What follows belongs to an exercise in optimizing a design on an open flow for small area, a short achievable clock period and few clock cycles per item; a production flow would make more cautious choices. Function was checked by simulation only, so behaviour that the tests miss may differ from the original. Power figures rest on the tool's default switching activity, not on a simulated workload.

==> design.v <==
module frame_decoder #(
    parameter MAX_LEN = 64
) (
    input  wire       clk,
    input  wire       rst,
    input  wire       rx_valid,
    output wire       rx_ready,
    input  wire [7:0] rx_data,
    output reg        out_valid,
    input  wire       out_ready,
    output reg  [7:0] out_data,
    output reg  [1:0] out_status,
    output reg        out_last
);
    localparam MAX_SPAN = MAX_LEN + 3;   
    localparam PW       = $clog2(MAX_SPAN + 1);
    localparam ST_OK      = 2'd0;
    localparam ST_BAD     = 2'd1;
    localparam ST_BAD_CRC = 2'd2;
    localparam S_HUNT    = 3'd0;
    localparam S_ACCUM   = 3'd1;
    localparam S_CHECK   = 3'd2;
    localparam S_VERDICT = 3'd3;
    localparam S_OUT     = 3'd4;
    localparam S_RESULT  = 3'd5;
    function [15:0] crc_step(input [15:0] c, input [7:0] b);
        reg [7:0] x;
        begin
            x = c[15:8] ^ b;
            x = x ^ (x >> 4);
            crc_step = (c << 8) ^ ({8'd0, x} << 12) ^ ({8'd0, x} << 5) ^ {8'd0, x};
        end
    endfunction
    reg [7:0]    span [0:MAX_SPAN-1];
    reg [2:0]    state;
    reg [PW-1:0] span_len;
    reg [1:0]    result;
    reg [PW-1:0] p;
    reg [PW-1:0] next_code;
    reg          first;
    reg          fail;
    reg [15:0]   crc;
    reg [7:0]    u_old;       
    reg [7:0]    u_new;       
    reg [PW-1:0] ucount;
    reg [PW-1:0] ocount;
    wire out_free = !out_valid || out_ready;
    wire rx_fire  = rx_valid && rx_ready;
    assign rx_ready = (state == S_HUNT) || (state == S_ACCUM);
    wire [7:0] w_byte    = span[p];
    wire       w_code    = (p == next_code);
    wire       w_emit    = !w_code || !first;
    wire [7:0] w_out     = w_code ? 8'h00 : w_byte;
    wire       w_fail    = w_code && ({2'b00, p} + {1'b0, w_byte} > {2'b00, span_len});
    wire [PW-1:0] msg_len = span_len - 2'd3;
    always @(posedge clk) begin
        if (state == S_ACCUM && rx_fire && rx_data != 8'h00 && span_len != MAX_SPAN)
            span[span_len] <= rx_data;
    end
    task walker_start;
        begin
            p         <= 0;
            next_code <= 0;
            first     <= 1'b1;
        end
    endtask
    task walker_advance;
        begin
            if (w_code) begin
                next_code <= p + w_byte;
                first     <= 1'b0;
            end
            p <= p + 1'b1;
        end
    endtask
    always @(posedge clk) begin
        if (rst) begin
            state      <= S_HUNT;
            span_len   <= 0;
            result     <= ST_OK;
            p          <= 0;
            next_code  <= 0;
            first      <= 1'b1;
            fail       <= 1'b0;
            crc        <= 16'hFFFF;
            u_old      <= 8'h00;
            u_new      <= 8'h00;
            ucount     <= 0;
            ocount     <= 0;
            out_valid  <= 1'b0;
            out_data   <= 8'h00;
            out_status <= ST_OK;
            out_last   <= 1'b0;
        end else begin
            if (out_valid && out_ready) out_valid <= 1'b0;
            case (state)
                S_HUNT: begin
                    if (rx_fire && rx_data == 8'h00) begin
                        span_len <= 0;
                        state    <= S_ACCUM;
                    end
                end
                S_ACCUM: begin
                    if (rx_fire) begin
                        if (rx_data != 8'h00) begin
                            if (span_len == MAX_SPAN) begin
                                result <= ST_BAD;
                                state  <= S_RESULT;
                            end else begin
                                span_len <= span_len + 1'b1;
                            end
                        end else if (span_len != 0) begin
                            walker_start;
                            fail   <= 1'b0;
                            crc    <= 16'hFFFF;
                            ucount <= 0;
                            state  <= S_CHECK;
                        end
                    end
                end
                S_CHECK: begin
                    if (p == span_len || fail) begin
                        state <= S_VERDICT;
                    end else begin
                        if (w_fail) fail <= 1'b1;
                        if (w_emit) begin
                            if (ucount >= 2) crc <= crc_step(crc, u_old);
                            u_old  <= u_new;
                            u_new  <= w_out;
                            ucount <= ucount + 1'b1;
                        end
                        walker_advance;
                    end
                end
                S_VERDICT: begin
                    if (fail || span_len < 7) begin
                        result <= ST_BAD;
                        state  <= S_RESULT;
                    end else if (crc != {u_new, u_old}) begin
                        result <= ST_BAD_CRC;
                        state  <= S_RESULT;
                    end else begin
                        walker_start;
                        ocount <= 0;
                        state  <= S_OUT;
                    end
                end
                S_OUT: begin
                    if (out_free) begin
                        if (w_emit) begin
                            out_valid  <= 1'b1;
                            out_data   <= w_out;
                            out_status <= ST_OK;
                            out_last   <= (ocount == msg_len - 1'b1);
                            ocount     <= ocount + 1'b1;
                            if (ocount == msg_len - 1'b1) state <= S_HUNT;
                        end
                        walker_advance;
                    end
                end
                S_RESULT: begin
                    if (out_free) begin
                        out_valid  <= 1'b1;
                        out_data   <= 8'h00;
                        out_status <= result;
                        out_last   <= 1'b1;
                        state      <= S_HUNT;
                    end
                end
                default: state <= S_HUNT;
            endcase
        end
    end
endmodule
==> run.sh <==
#!/bin/bash
# synth_recipe.tcl (not shown) runs the flow's synth.tcl, then flattens the netlist and writes it again
# the make line also repeats each setting of config.mk as NAME=value (left out here)
make -C /OpenROAD-flow-scripts/flow DESIGN_CONFIG=/design/flow/config.mk WORK_HOME=/design/flow/orfs CLKGATE_MAP_FILE= SYNTH_SCRIPT=/design/flow/synth_recipe.tcl finish
==> config.mk <==
export PLATFORM = sky130hd
export DESIGN_NAME = frame_decoder
export DESIGN_NICKNAME = frame_decoder
export VERILOG_FILES = /design/flow/design.v
export SDC_FILE = /design/flow/constraint.sdc
export NUM_CORES = 4
export LEC_CHECK = 0
export CAP_MARGIN = 20
export CORE_MARGIN = 2
export CORE_UTILIZATION = 40
export PLACE_DENSITY = 0.6
export SLEW_MARGIN = 20
==> constraint.sdc <==
create_clock -name core_clock -period 6.0 [get_ports {clk}]
set_input_delay 1.2000 -clock core_clock [delete_from_list [all_inputs] [get_ports {clk}]]
set_output_delay 1.2000 -clock core_clock [all_outputs]
set_load 0.01 [all_outputs]
==> run summary <==
[critical path, delay by kind of cell, from the launching register on]
family	cells	cell delay (ns)
XOR/XNOR	1	0.16
AND/OR/NAND/NOR	2	0.46
multiplexers	2	1.08
adder cells (fa/ha/maj)	2	0.56
buffers and inverters	2	0.45
AO/OA/AOI/OAI	10	1.56
flip-flops	1	0.60
[cells in the final DEF (no fill, tap or decap), types with 6 or more instances in the layout]
cell type	count
mux4_2	154
clkbuf_16	69
nand4_1	11
nand3b_1	6
clkbuf_1	17
a31oi_1	12
clkinv_1	9
buf_4	18
xnor2_1	51
dfxtp_1	89
buf_2	9
o21ai_1	6
nand2_1	69
buf_12	7
a21oi_2	8
ha_1	23
a21oi_1	40
inv_1	24
nor2_1	133
edfxtp_1	536
clkinv_2	13
xor2_1	31
mux2i_1	22
and2_1	8
nor2b_1	13
nand3_1	37
o2bb2ai_1	7
o21ai_0	32
clkdlybuf4s50_1	15
a22oi_1	14
nor3_1	23
[cell usage after synthesis, types with 7 or more instances]
library cell and number:
buf_2 26, o21ai_0 32, buf_6 7, mux2i_1 22, mux4_2 154, nor2_1 133, ha_1 23, nor3_1 23
a31oi_1 12, and2_1 8, edfxtp_1 536, nand2_1 69, a21oi_2 8, nor2b_1 13, o2bb2ai_1 7, a22oi_1 14
xor2_1 31, buf_1 8, clkbuf_1 29, inv_1 24, nand4_1 11, nand3_1 37, xnor2_1 51, a21oi_1 40
dfxtp_1 93
[layout make-up]
| class | instances | area [sq um] | share of cell area (%) |
|---|---|---|---|
| diodes | 1 | 2.50 | 0.00862 |
| clock inverters | 30 | 263 | 0.905 |
| inverters | 25 | 93.8 | 0.323 |
| repair buffers | 49 | 470 | 1.62 |
| flip-flops and latches | 629 | 18000 | 61.9 |
| well taps | 855 | 1070 | 3.68 |
| clock buffers | 88 | 1820 | 6.26 |
| multi-input cells | 777 | 7360 | 25.3 |
[sequential cells by signal, summed over array words and instances, names as in the netlist, 2 cells and up, named ones only]
name / flops
state: 3
ucount: 7
result: 2
out_data: 8
next_code: 7
u_old: 8
crc: 16
ocount: 7
u_new: 8
span: 536
p: 7
span_len: 7
out_status: 2
[worst min path at each step]
| stage | startpoint | to | slack [ns] | depth (start not counted) |
|---|---|---|---|---|
| 6_report | out_status[1] | out_status[1] | 0.45 | 2 |
| 5_1_grt | out_status[0] | out_status[0] | 0.47 | 2 |
| 4_1_cts | out_status[1] | out_status[1] | 0.46 | 2 |
| 3_5_place_dp | out_status[1] | out_status[1] | 0.45 | 2 |
| 3_3_place_gp | out_status[0] | out_status[0] | 0.44 | 2 |
| 2_1_floorplan | result[1] | out_status[1] | 0.45 | 2 |
[through the flow]
| step | setup slack (ns) | total power (W) | instances | util [%] |
|---|---|---|---|---|
| after floorplan | 1.70 | 0.00484 | 1503 | - |
| after global placement | 1.01 | 0.00491 | 2334 | 42.0 |
| after detailed placement | 0.999 | 0.00492 | 2334 | 42.0 |
| after CTS | 0.972 | 0.00885 | 2452 | 45.3 |
| after global routing | 0.673 | 0.00902 | 2453 | 45.3 |
| final | 0.960 | 0.00878 | 2454 | 45.3 |
[power groups by stage]
stage	sequential (W)	clock (W)	combinational, W
2_1_floorplan	0.00483	0	0.0000117
3_3_place_gp	0.00483	0	0.0000828
3_5_place_dp	0.00483	0	0.0000876
4_1_cts	0.00474	0.00403	0.0000869
5_1_grt	0.00473	0.00420	0.0000925
6_report	0.00474	0.00396	0.0000842
[per-layer routing]
layer | track usage, % | wire (um) | vias to the layer above
li1 | - | - | 6027
met1 | 24.3 | 25300 | 7025
met2 | 29.1 | 28700 | 414
met3 | 4.16 | 3620 | 96
met4 | 5.89 | 1690 | 0
met5 | 0 | 0 | -
[logic make-up after synthesis]
family | Yosys count | synth area share [%]
adder cells (fa/ha/maj) | 24 | 1.19
multiplexers | 178 | 14.4
AO/OA/AOI/OAI | 156 | 3.96
buffers and inverters | 97 | 1.77
AND/OR/NAND/NOR | 337 | 6.22
flip-flops | 629 | 69.7
XOR/XNOR | 82 | 2.79
==> impl_metrics.toml <==
[status]
status = "complete, no violations"

[run]
drv_cap = 0

[sta]
period_needed_ns = 5.04
fin_worst_skew_ns = 0.0274
min_period_over_period_pct = 84.0
max_freq_mhz = 198
hold_viol = 0
setup_viol = 0
tightest_slew_ns = 1.15
slew_viol_final = 0
rsz0062_at_grt = "no"
relSlewSlack_pct = 23.3
fin_tns_setup_ns = 0
whs_ns = 0.451

[worst_setup_path]
arrival_ns = 5.52
cpMaxStageDelayCell = "dfxtp_4"
reg2regPathDepth = 19
cpMostUsedCell = "a21oi_1"
worstPathMaxFanout = 17
cp.required_ns = 6.48
crit_chain = "buf_4 -> mux4_2 -> mux4_2 -> a22oi_1 -> a21oi_1 -> a21oi_2 -> inv_1 -> ha_1 -> a21o_1 -> a21oi_1 -> o21ai_0 -> nor2_1 -> xnor2_1 -> ha_1 -> o21ai_0 -> a21oi_1 -> or3_1 -> o221ai_1 -> a31oi_1"
cpPeakStageDelay_ns = 0.60
path_class = "reg2reg"
end_kind = "register"
worstSetupStartpointType = "register"
crit_end = "fail"
rr_endpoint = "fail"
r2r_slack_ns = 0.96

[clock_tree]
post_cts_buffers = 0
path_clk_slew_ns = 0.06
root_buffer = "clkbuf_16"
h-tree-depth = 3
clock-sinks = 629
cts_buffers = 68
clockBufferDepth = 3
postCtsHoldBufs = 0
worstSkewPairLatency_ns = 0.61
cts_tree = "built"
ctsResizeCount = 0

[placement]
placed_cell_area_sq_um = 27000
place_hpwl_mm = 37.2
gp_congestion = 0.860
port_buffers = 24

[global_route]
grt_use_total_pct = 18.0
antenna_found_initial = 1
grt_overflow = 0
grt_pass1_vias = 13700
grt_max_degree = 68
grt_pass1_wl_mm = 89.2

[logic_synthesis]
async_flop_share_pct = 0
synth_cell_types = 67
yosysTopAreaCell = "edfxtp_1"
synth_flop_cell = "edfxtp_1"
synth.yosys.seq_area_share_pct = 69.7
syn_inst = 1503
avgSynthCellArea_sq_um = 17.1
ys_ff_latch = 629
netlist_top_cells_area = "edfxtp_1 (62%), mux4_2 (13%), dfxtp_1 (7.2%), nor2_1 (1.9%), xnor2_1 (1.7%)"
synthesis.nets = 1539
synth_edf_count = 536
synthesis.area_sq_um = 25800
synth_top_area_share_pct = 62.4
ys_warn_count = 1

[final_layout]
post-route-cell-area_sq_um = 29000
layout-drive-gt1-share_pct = 19.4
area_growth_pct = 12.7
final_nets = 1586
fillers = 5439

[pwr]
intPower_w = 0.00702
p_clk_share_pct = 45.1
seqPwrFrac_pct = 54.0
ir_drop_v = 0.000154
switching_share_pct = 20.0
switching_power_w = 0.00175
pwr-share-comb_pct = 1.0
power_leakage_nw = 8.92
power.density_nw_per_um2 = 302

[drt]
first_pass_iters = 7
drt_iter0_markers = 1069
via_per_inst = 5.53
drc_errors = 0
drtAntennaViolNets = 0
wl_per_cell_um = 24.2
num_vias = 13600
wl_mm = 59.3

[die]
core_area_sq_um = 64100
fp-row-count = 93
die_w_um = 258
die-area_sq_um = 66500
pin_count = 25
dieHeight_um = 258
initial_utilization_pct = 40.2

[worst_hold_path]
hp-class = "reg2reg"
Testbench counts, summed over its fixed seeds: cycles 121,900, frames 1,200.

==> static timing again, ports no longer ideal <==
The flow's constraints put no driver on any port. The routed layout listed below was extracted and timed again, unchanged, in two steps. Step 1: set_driving_cell puts a clkbuf_16 on clk and a buf_2 on each other input, an assumption about the parent block. Step 2, shift: input delay + t, output delay - t, t = (earliest + latest rising clock arrival at the registers) / 2. This alone moves slack from input paths to output paths. a / b / c = ideal / step 1 / step 2; a / b = the first two.
t (ns): 0.656
setup WS [ns]: 0.960 / 0.960 / 0.960
clock arrival spread, ns: 0.029 / 0.028
slew at the worst register clock pin (ns): 0.06 / 0.06
worst slew at a driven data input, ns: 0.10
After both steps this run still meets setup and hold. For this run, drivers alone change the setup slack by 0.000 ns; drivers and shift together by 0.000 ns.
